What follows belongs to an exercise in optimizing a design on an open flow for small area, a short achievable clock period and few clock cycles; a production flow would make more cautious choices. Power is estimated from default activity; no workload was simulated.

Setup of run A:
==> flow/design.v <==
module stuff_codec (
    input  wire         clk,
    input  wire         rst,
    input  wire         cfg_mode,         
    input  wire [4:0]   cfg_avoid_len,    
    input  wire [127:0] cfg_avoid,        
    input  wire [13:0]  cfg_crc_poly,
    input  wire [13:0]  cfg_crc_init,
    input  wire         in_valid,
    input  wire [7:0]   in_data,
    input  wire         in_last,
    output reg          in_ready,
    output reg          out_valid,
    output reg  [7:0]   out_data,
    input  wire         out_ready,
    output reg          done,
    output reg          done_err,
    output reg  [15:0]  done_count,
    output reg  [13:0]  done_crc
);
    wire       cfg_ok = (cfg_avoid_len >= 5'd2) && (cfg_avoid_len <= 5'd16);
    wire [3:0] nl     = cfg_avoid_len[3:0];
    function [7:1] crc_coef;
        input [13:0] p;
        integer dd, s;
        reg [7:0] c;
        begin
            c = 8'd1;
            for (dd = 1; dd < 8; dd = dd + 1) begin
                c[dd] = 1'b0;
                for (s = 1; s <= dd; s = s + 1)
                    c[dd] = c[dd] ^ (p[14-s] & c[dd-s]);
            end
            crc_coef = c[7:1];
        end
    endfunction
    reg        mode_r;
    reg        ok_r;
    reg  [7:0] esc_r;
    reg  [7:0] init_r;       
    reg  [7:1] coef_r;
    wire       stuff = ~mode_r;
    reg [13:0] d;           
    reg        mm;          
    reg        mm_last;     
    reg        in_first;    
    reg        a_v, a_last, a_first, a_esc, a_err;
    wire       a_drop = a_esc && mode_r;
    reg [7:0]  a_d;
    reg        b_v, b_end;
    reg [7:0]  b_d;
    reg [13:0] crc;
    reg [12:0] cnt;
    reg        err;
    reg [14:0] chain;
    reg        match_now;
    integer j;
    always @(*) begin
        match_now = 1'b0;
        for (j = 0; j < 15; j = j + 1) begin
            chain[j] = (in_data == cfg_avoid[8*j +: 8]) &&
                       (j == 0 ? 1'b1 : d[(j == 0) ? 0 : j-1]);
            if (nl == ((j + 2) & 15)) match_now = match_now | chain[j];
        end
    end
    reg [7:0] esc_byte;
    always @(*) begin
        esc_byte = cfg_avoid[127:120];
        for (j = 1; j < 15; j = j + 1)
            if (nl == j + 1) esc_byte = cfg_avoid[8*j +: 8];
    end
    wire b_go   = (b_v || b_end) && (!b_v || out_ready);
    wire b_free = !b_v || out_ready;
    wire a_go   = a_v && b_free;
    wire a_free = !a_v || b_free;
    wire ins_e  = mm && stuff;           
    always @(*) begin
        in_ready   = a_free && !ins_e;
        out_valid  = b_v;
        out_data   = b_d;
        done       = b_end && (!b_v || out_ready);
        done_err   = err;
        done_count = err ? 16'hFFFF : {3'b000, cnt};
        done_crc   = crc;
    end
    wire in_fire = in_valid && in_ready;
    reg [13:0] base, crc_next;
    reg  [7:0] h, t;
    integer k, q;
    always @(*) begin
        base = a_first ? {init_r, cfg_crc_init[5:0]} : crc;
        h    = base[13:6] ^ a_d;
        for (k = 0; k < 8; k = k + 1) begin
            t[k] = h[k];
            for (q = 1; q < 8; q = q + 1)
                if (k + q < 8) t[k] = t[k] ^ (coef_r[q] & h[k+q]);
        end
        for (k = 0; k < 14; k = k + 1) begin
            crc_next[k] = (k >= 8) ? base[k-8] : 1'b0;
            for (q = 0; q < 8; q = q + 1)
                if (q <= k) crc_next[k] = crc_next[k] ^ (t[q] & cfg_crc_poly[k-q]);
        end
    end
    always @(posedge clk) begin
        mode_r <= cfg_mode;
        ok_r   <= cfg_ok;
        esc_r  <= ~esc_byte;
        init_r <= cfg_crc_init[13:6];
        coef_r <= crc_coef(cfg_crc_poly);
        if (rst) begin
            d        <= 14'd0;
            mm       <= 1'b0;
            mm_last  <= 1'b0;
            in_first <= 1'b1;
            a_v      <= 1'b0;
            b_v      <= 1'b0;
            b_end    <= 1'b0;
        end else begin
            if (a_free) begin
                a_v <= 1'b0;
                if (ins_e) begin
                    a_v     <= 1'b1;
                    a_d     <= esc_r;
                    a_last  <= mm_last;
                    a_first <= 1'b0;
                    a_esc   <= 1'b1;
                    a_err   <= !ok_r;
                    mm      <= 1'b0;
                    d       <= 14'd0;
                end else if (in_fire) begin
                    a_v      <= 1'b1;
                    a_d      <= in_data;
                    a_last   <= in_last && !(stuff && match_now);
                    a_first  <= in_first;
                    a_esc    <= !stuff && mm;
                    a_err    <= !ok_r ||
                                (!stuff && mm && in_data != esc_r) ||
                                (!stuff && !mm && match_now && in_last);
                    in_first <= in_last;
                    if (mm) begin
                        mm <= 1'b0;
                        d  <= 14'd0;
                    end else begin
                        mm      <= match_now && (stuff || !in_last);
                        mm_last <= in_last;
                        d       <= in_last ? 14'd0 : chain[13:0];
                    end
                end
            end
            if (a_go) begin
                b_v   <= !a_drop;
                b_d   <= a_d;
                b_end <= a_last;
            end else if (b_go) begin
                b_v   <= 1'b0;
                b_end <= 1'b0;
            end
        end
        if (a_go) begin
            crc <= crc_next;
            cnt <= (a_first ? 13'd0 : cnt) + {12'd0, a_esc};
            err <= (a_first ? 1'b0 : err) | a_err;
        end
    end
endmodule
Settings: LEC_CHECK=0, CAP_MARGIN=20, CORE_MARGIN=2, CORE_UTILIZATION=75, SETUP_SLACK_MARGIN=3.2, SLEW_MARGIN=20; clock period 6.5 ns.
standard.sh (not shown) runs the stock make flow with config.mk's settings and CLKGATE_MAP_FILE= SYNTH_SCRIPT=/design/flow/synth_recipe.tcl, a recipe that flattens the netlist after the stock synthesis.
==> flow/flow/run.sh <==
#!/bin/bash
# Layout flow: the standard ORFS flow, with the port buffers made as
# minimum-size buffers (timing repair upsizes those that need it) and the
# clock tree built without dummy balancing loads.
set -euo pipefail
cd "$(dirname "$0")/.."
export BUFFER_PORTS_ARGS="-buffer_cell sky130_fd_sc_hd__buf_1"
export CTS_ARGS="-sink_clustering_enable -repair_clock_nets -dont_use_dummy_load -buf_list {sky130_fd_sc_hd__clkbuf_4 sky130_fd_sc_hd__clkbuf_8}"
bash standard.sh > standard.log 2>&1
Run A finished every step from synthesis to the final layout, and the layout passed the timing, DRC and antenna checks.
For run B, these inputs were changed with respect to run A:
-- flow/config.mk --
<<< run A, line 8
export CAP_MARGIN = 20
export CORE_MARGIN = 2
export CORE_UTILIZATION = 75
export SETUP_SLACK_MARGIN = 3.2
export SLEW_MARGIN = 20
>>> run B, line 8
export CAP_MARGIN = 20
export CORE_MARGIN = 2
export CORE_UTILIZATION = 60
export SETUP_SLACK_MARGIN = 3.4
export SLEW_MARGIN = 20
Run B has completed all stages; timing, DRC and antenna checks passed. | count of vias placed by the detailed router | run B vs run A | better |. Run B: largest fanout of any net on the critical path 5 below run A. Run B vs run A — summed area of non-filler cells in the final layout climbed by a little under 10%. Diff run A -> run B | final RePlAce weighted congestion | up slightly. Compared with run A, in run B total power rose by about 2.1%; first-pass GRT wire length lower; buffering stage count on the worst path with inverters included now sits at about the same level.
## Diff of input files: run C against run B
-- flow/config.mk --
<<< run B, line 9
export CORE_MARGIN = 2
export CORE_UTILIZATION = 60
export SETUP_SLACK_MARGIN = 3.4
export SLEW_MARGIN = 20
>>> run C, line 9
export CORE_MARGIN = 2
export CORE_UTILIZATION = 60
export SETUP_SLACK_MARGIN = 3.2
export SLEW_MARGIN = 20
## What came out
- Both conditions hold for run C: the flow ran to the end and the final layout passed the timing, DRC and antenna checks.
- Via density per instance of run B is on par with run C.
- On clock network fraction of design power, the lower figure sits with run B, not run C.
- Looking at number of stages on the worst setup path, run C sits 1 lower than run B does.
- Routed wirelength normalized by instance count came out lower on run C than on run B.
diff inputs: run C => run D
-- flow/config.mk --
<<< run C, line 9
export CORE_MARGIN = 2
export CORE_UTILIZATION = 60
export SETUP_SLACK_MARGIN = 3.2
export SLEW_MARGIN = 20
>>> run D, line 9
export CORE_MARGIN = 2
export CORE_UTILIZATION = 60
export PLACE_DENSITY = 0.8
export SETUP_SLACK_MARGIN = 3.2
export SLEW_MARGIN = 20
--- outcome ---
- Summary — power share of the clock group, run D relative to run C: lower, by 0.4 points.
- Between run D and run C, the clock-cell share of area does not differ in any meaningful way.
- Re global-route usage: run D is 0.53 points down on run C.
- Comparing run D and run C, the higher power was measured on run D.
- In the tables for run D and run C, number of antenna diodes reads higher with run C.
- Compared with run C, run D shows a higher logic gate share of total power.
- Post-route cell area: run D and run C compared, lower one is run C
No run of this note included a check of the RTL's function; only the layout flow was run.

-- port drivers added, routing unchanged --
How much do the figures lean on ideal ports? The routed layouts below were timed once more, with nothing changed but the port constraints. Step 1 sets driving cells, clkbuf_16 on the clock port and buf_2 on the other inputs (assumed; they add their load-dependent delay and slew). Step 2 also shifts input and output timing later by t, the mid clock arrival at the registers, as if the neighbouring blocks saw the same clock. a / b / c = no drivers / after step 1 / after step 2; a / b = the first two.
run	t, ns	slack for setup (ns)	clock arrival spread, ns	worst slew at a driven data input, ns
run A	0.400	3.054 / 3.054 / 2.790	0.017 / 0.017	0.06
run B	0.393	3.361 / 3.361 / 3.099	0.023 / 0.023	0.05
run C	0.395	3.290 / 3.286 / 2.907	0.022 / 0.023	0.07
run D	0.387	3.288 / 3.296 / 2.909	0.026 / 0.025	0.05
After both steps setup and hold are still met in every run listed. The setup slack of run C, which loses most, moves by -0.004 ns with the drivers and by -0.383 ns with both steps.
